From an optimization exercise on the open Yosys and OpenROAD flow, aimed at small area, a short achievable clock period and few clock cycles per item; shortcuts taken in it are not production practice.
At most, simulation tests tie the RTL to the original design; equivalence was not proved.
Power is estimated from default activity; no workload was simulated.

==> inputs of 10-12 <==
## modbus_rx
module modbus_rx (
    input  wire       clk,
    input  wire       rst,         
    input  wire       in_valid,
    output wire       in_ready,
    input  wire [7:0] in_data,
    output wire       out_valid,
    input  wire       out_ready,
    output wire [7:0] out_data,
    output wire       out_last
);
export LEC_CHECK = 0
export CAP_MARGIN = 20
export CORE_MARGIN = 2
export CORE_UTILIZATION = 65
export CTS_BUF_LIST = sky130_fd_sc_hd__clkbuf_8
export CTS_CLUSTER_SIZE = 32
export HOLD_SLACK_MARGIN = 0
export PLACE_DENSITY = 0.75
export SLEW_MARGIN = 20
create_clock -name core_clock -period 10.0 [get_ports {clk}]
run.sh (not shown) runs the stock make flow with config.mk's settings and CLKGATE_MAP_FILE= SYNTH_SCRIPT=/design/flow/synth_recipe.tcl, a recipe that flattens the netlist after the stock synthesis.
==> 04-21 (differences from 10-12) <==
==> flow/design.v (replaced) <==
module modbus_rx (
    input  wire       clk,
    input  wire       rst,         
    input  wire       in_valid,
    output wire       in_ready,
    input  wire [7:0] in_data,
    output wire       out_valid,
    input  wire       out_ready,
    output wire [7:0] out_data,
    output wire       out_last
);
    localparam integer L  = 261;       
    localparam integer DA = L - 1;     
    localparam integer TA = DA - 1;    
    localparam integer J  = 8;         
    localparam integer Q  = 12;        
    localparam [1:0] T_OK  = 2'd0;
    localparam [1:0] T_FC  = 2'd1;
    localparam [1:0] T_CRC = 2'd2;
    localparam [8:0] LM1 = L - 1;
    localparam [8:0] LM2 = L - 2;
    reg  [8*L-1:0] ring;
    wire     [7:0] ring_in;
    always @(posedge clk)
        ring <= {ring[8*(L-1)-1:0], ring_in};
    localparam [2:0] P_F0 = 3'd0, P_F1 = 3'd1, P_BC = 3'd2, P_DT = 3'd3,
                     P_CL = 3'd4, P_CH = 3'd5;
    reg        in_rdy;
    reg  [8:0] lw;                 
    reg        lw0;                
    reg        lwl;                
    reg  [2:0] ext;                
    reg  [2:0] pst;                
    reg  [7:0] dc;                 
    reg [15:0] crc;
    reg  [7:0] crc_lo;
    reg        lo_mm;              
    reg        fc_ok;
    reg  [8:0] le;                 
    reg        le0, le1;           
    reg        win;                
    assign in_ready = in_rdy;
    wire acc    = in_valid & in_rdy;
    wire ext_wr = (ext != 3'd0) && lw0 && !le1;
    wire [7:0] ext_byte = (ext == 3'd4) ? crc_lo :
                          (ext == 3'd3) ? crc[15:8] :
                          (ext == 3'd2) ? crc[7:0] : 8'h00;
    assign ring_in = acc ? in_data : ext_wr ? ext_byte : ring[8*L-1 -: 8];
    reg [15:0] crc_next;
    integer i;
    always @* begin
        crc_next = ((pst == P_F0) ? 16'hFFFF : crc) ^ {8'h00, in_data};
        for (i = 0; i < 8; i = i + 1)
            crc_next = crc_next[0] ? ((crc_next >> 1) ^ 16'hA001) : (crc_next >> 1);
    end
    wire last_in  = acc && (pst == P_CH);
    wire crc_bad  = lo_mm || (in_data != crc[15:8]);
    wire ext_set  = last_in && crc_bad;
    wire [1:0] push_type = crc_bad ? T_CRC : (fc_ok ? T_OK : T_FC);
    reg  [1:0] q_mem [0:Q-1];
    reg  [3:0] q_wp, q_rp;
    reg        q_ne;               
    reg        q_full;             
    wire [1:0] q_head = q_mem[q_rp];
    localparam [2:0] E_H0 = 3'd0, E_J0 = 3'd1, E_J1 = 3'd2, E_J2 = 3'd3,
                     E_J3 = 3'd4, E_BD = 3'd5;
    reg  [2:0] est;
    reg  [1:0] etype;
    reg  [8:0] er;                 
    reg        eodd;
    reg  [7:0] ad;                 
    reg        b_emit, b_last, b_end, b_crcz;
    reg  [7:0] ta;
    integer k;
    always @* begin
        ta = ring[8*TA +: 8];
        for (k = 1; k < J; k = k + 1)
            if (le[2:0] == k) ta = ring[8*((TA + k) % L) +: 8];
    end
    wire e_ok  = (etype == T_OK);
    wire e_crc = (etype == T_CRC);
    reg       e_emit, e_last;
    reg [7:0] e_byte;
    always @* begin
        e_emit = 1'b0; e_last = 1'b0; e_byte = 8'h00;
        case (est)
            E_H0: begin e_emit = 1'b1; e_byte = {7'd0, q_head != T_OK}; end
            E_J0: begin e_emit = 1'b1;
                        e_byte = e_ok ? ta : e_crc ? 8'h03 : 8'h04; end
            E_J1: begin e_emit = 1'b1;
                        e_byte = e_ok ? ta : e_crc ? 8'h04 : 8'h00;
                        e_last = !e_ok && !e_crc; end
            E_J2: begin e_emit = e_ok; end
            E_J3: begin e_emit = e_ok; e_byte = {1'b0, ad[7:1]};
                        e_last = (ad[7:1] == 7'd0); end
            default: begin
                e_emit = b_emit;
                e_byte = e_ok ? ad : ta;
                e_last = b_last;
            end
        endcase
    end
    function [3:0] bflags(input [8:0] x, input ok, input crc, input odd);
        begin
            bflags[3] = ok ? (x > {8'd0, odd}) : crc ? (x <= 9'd4) : 1'b0;      
            bflags[2] = ok ? (odd ? (x == 9'd2) : (x == 9'd1)) : (x == 9'd1);   
            bflags[1] = (x == 9'd1);                                              
            bflags[0] = crc && (x <= 9'd4);                                       
        end
    endfunction
    wire [8:0] bc_ext = {1'b0, ad} + (e_crc ? 9'd4 : 9'd0);
    wire [8:0] er_dec = er - 9'd1;
    wire [3:0] bf_j3  = bflags(bc_ext, e_ok, e_crc, ad[0]);
    wire [3:0] bf_bd  = bflags(er_dec, e_ok, e_crc, eodd);
    reg       v0, l0;
    reg [7:0] d0;
    assign out_valid = v0;
    assign out_data  = d0;
    assign out_last  = l0;
    wire blk   = b_crcz && (est == E_BD) && (ext != 3'd0) && !q_ne;
    wire e_can = win && !blk && ((est != E_H0) || q_ne);
    wire load  = !v0 || out_ready;
    wire adv   = e_can && (!e_emit || load);
    wire q_pop = adv && (est == E_H0);
    wire q_push = last_in;
    wire       wr      = acc || ext_wr;
    wire       lw_keep = lw0 && wr;
    wire       lw0_n   = lw_keep || lwl;
    wire       ext0_n  = !ext_set && ((ext == 3'd0) || (ext == 3'd1 && ext_wr));
    wire       le1_n   = adv ? le1 : le0;
    wire [8:0] le_inc  = lwrap(le);
    wire       pst_ch_n = acc ? (pst == P_CL) : (pst == P_CH);
    wire       q_room_n = !pst_ch_n || !q_full;
    wire [3:0] q_wp_inc = (q_wp == Q - 1) ? 4'd0 : q_wp + 4'd1;
    wire [3:0] q_rp_inc = (q_rp == Q - 1) ? 4'd0 : q_rp + 4'd1;
    function [8:0] lwrap(input [8:0] x);
        lwrap = (x == LM1) ? 9'd0 : x + 9'd1;
    endfunction
    always @(posedge clk) begin
        if (rst) begin
            in_rdy <= 1'b1;
            lw     <= 9'd0;
            lw0    <= 1'b1;
            lwl    <= 1'b0;
            ext    <= 3'd0;
            pst    <= P_F0;
            q_wp   <= 4'd0;
            q_rp   <= 4'd0;
            q_ne   <= 1'b0;
            q_full <= 1'b0;
            est    <= E_H0;
            le     <= 9'd2;
            le0    <= 1'b0;
            le1    <= 1'b0;
            win    <= 1'b1;
            v0     <= 1'b0;
        end else begin
            in_rdy <= lw0_n && ext0_n && !le1_n && q_room_n;
            lw  <= lw_keep ? 9'd0 : lwrap(lw);
            lw0 <= lw0_n;
            lwl <= !lw_keep && (lw == LM2);
            ext <= ext_set ? 3'd4 : ext_wr ? ext - 3'd1 : ext;
            if (q_push) q_wp <= q_wp_inc;
            if (q_pop)  q_rp <= q_rp_inc;
            case ({q_push, q_pop})
                2'b10: begin q_ne <= 1'b1; q_full <= (q_wp_inc == q_rp); end
                2'b01: begin q_ne <= (q_rp_inc != q_wp); q_full <= 1'b0; end
                default: ;
            endcase
            if (acc) begin
                case (pst)
                    P_F0: pst <= P_F1;
                    P_F1: pst <= P_BC;
                    P_BC: pst <= (in_data == 8'd0) ? P_CL : P_DT;
                    P_DT: if (dc == 8'd1) pst <= P_CL;
                    P_CL: pst <= P_CH;
                    default: pst <= P_F0;
                endcase
            end
            if (adv) begin
                case (est)
                    E_H0: est <= E_J0;
                    E_J0: est <= E_J1;
                    E_J1: est <= E_J2;
                    E_J2: est <= E_J3;
                    E_J3: est <= (bc_ext == 9'd0) ? E_H0 : E_BD;
                    default: if (b_end) est <= E_H0;
                endcase
            end else begin
                le  <= le_inc;
                le0 <= (le == LM1);
                le1 <= le0;
                win <= (le_inc < J);
            end
            if (load) v0 <= e_can && e_emit;
        end
        if (acc) begin
            if (pst != P_CL && pst != P_CH) crc <= crc_next;
            if (pst == P_F1) fc_ok <= (in_data == 8'h03) || (in_data == 8'h04);
            if (pst == P_BC) dc <= in_data;
            if (pst == P_DT) dc <= dc - 8'd1;
            if (pst == P_CL) begin
                crc_lo <= in_data;
                lo_mm  <= (in_data != crc[7:0]);
            end
        end
        if (q_push) q_mem[q_wp] <= push_type;
        if (adv) begin
            ad <= ta;
            if (est == E_H0) etype <= q_head;
            if (est == E_J3) begin
                er   <= bc_ext;
                eodd <= ad[0];
                {b_emit, b_last, b_end, b_crcz} <= bf_j3;
            end
            if (est == E_BD) begin
                er <= er_dec;
                {b_emit, b_last, b_end, b_crcz} <= bf_bd;
            end
        end
        if (load) begin
            d0 <= e_byte;
            l0 <= e_last;
        end
    end
endmodule
==> flow/flow/run.sh (new file) <==
#!/bin/bash
set -euo pipefail
bash standard.sh finish SETUP_SLACK_MARGIN=6.9 > standard.log 2>&1
==> flow/standard.sh (new file) <==
#!/bin/bash
# synth_recipe.tcl (not shown) runs the flow's synth.tcl, then flattens the netlist and writes it again
# the make line also repeats each setting of config.mk as NAME=value (left out here)
make -C /OpenROAD-flow-scripts/flow DESIGN_CONFIG=/design/flow/config.mk WORK_HOME=/design/flow/orfs CLKGATE_MAP_FILE= SYNTH_SCRIPT=/design/flow/synth_recipe.tcl "${@:-finish}"
- CORE_UTILIZATION: 65 -> 40
- CTS_BUF_LIST: sky130_fd_sc_hd__clkbuf_8 -> not set
- CTS_CLUSTER_SIZE: 32 -> not set
- HOLD_SLACK_MARGIN: 0 -> not set
- PLACE_DENSITY: 0.75 -> not set
removed: flow/run.sh
==> 10-03 (differences from 10-12) <==
- CORE_UTILIZATION: 65 -> 40
- CTS_BUF_LIST: sky130_fd_sc_hd__clkbuf_8 -> not set
- CTS_CLUSTER_SIZE: 32 -> not set
- HOLD_SLACK_MARGIN: 0 -> not set
- PLACE_DENSITY: 0.75 -> not set
==> run notes <==
Of 04-21 and 10-12, 10-12 has the higher sequential share of layout area (gap 1.7 points).
Power, lowest first: 04-21, 10-12, 10-03.
Routed wire length: 10-03 < 04-21 < 10-12.
Of 04-21 and 10-03, 10-03 has the higher sequential cell count (gap 2).
Global-route usage: 04-21 < 10-03 < 10-12.
Critical path depth: 04-21 < 10-03 < 10-12.
Testbench counts of 04-21, summed over its fixed seeds: cycles 26,816, frames 320.
No functional check of the RTL was part of 10-12 and 10-03.

## static timing again, ports no longer ideal
No port has a modelled driver above. Below, the same layouts with a new extraction and two added sets of constraints.
Step 1: set_driving_cell puts a clkbuf_16 on clk and a buf_2 on each other input, an assumption about the parent block.
Step 2, shift: input delay + t, output delay - t, t = (earliest + latest rising clock arrival at the registers) / 2. This alone moves slack from input paths to output paths.
a / b / c = no drivers / after step 1 / after step 2; a / b = the first two.
| run | t (ns) | setup WS [ns] | worst hold slack (ns) | latest minus earliest clock arrival (ns) | worst slew at a driven data input, ns |
|---|---|---|---|---|---|
| 10-12 | 0.950 | 5.328 / 5.328 / 4.453 | 0.275 / 0.275 / 0.275 | 0.109 / 0.109 | 0.04 |
| 04-21 | 0.819 | 6.626 / 6.563 / 6.138 | 0.299 / 0.299 / 0.299 | 0.031 / 0.032 | 0.07 |
| 10-03 | 0.834 | 5.266 / 5.315 / 4.481 | 0.295 / 0.295 / 0.295 | 0.040 / 0.040 | 0.16 |
After both steps setup and hold are still met in every run listed. The setup slack of 10-12, which loses most, moves by 0.000 ns with the drivers and by -0.875 ns with both steps.
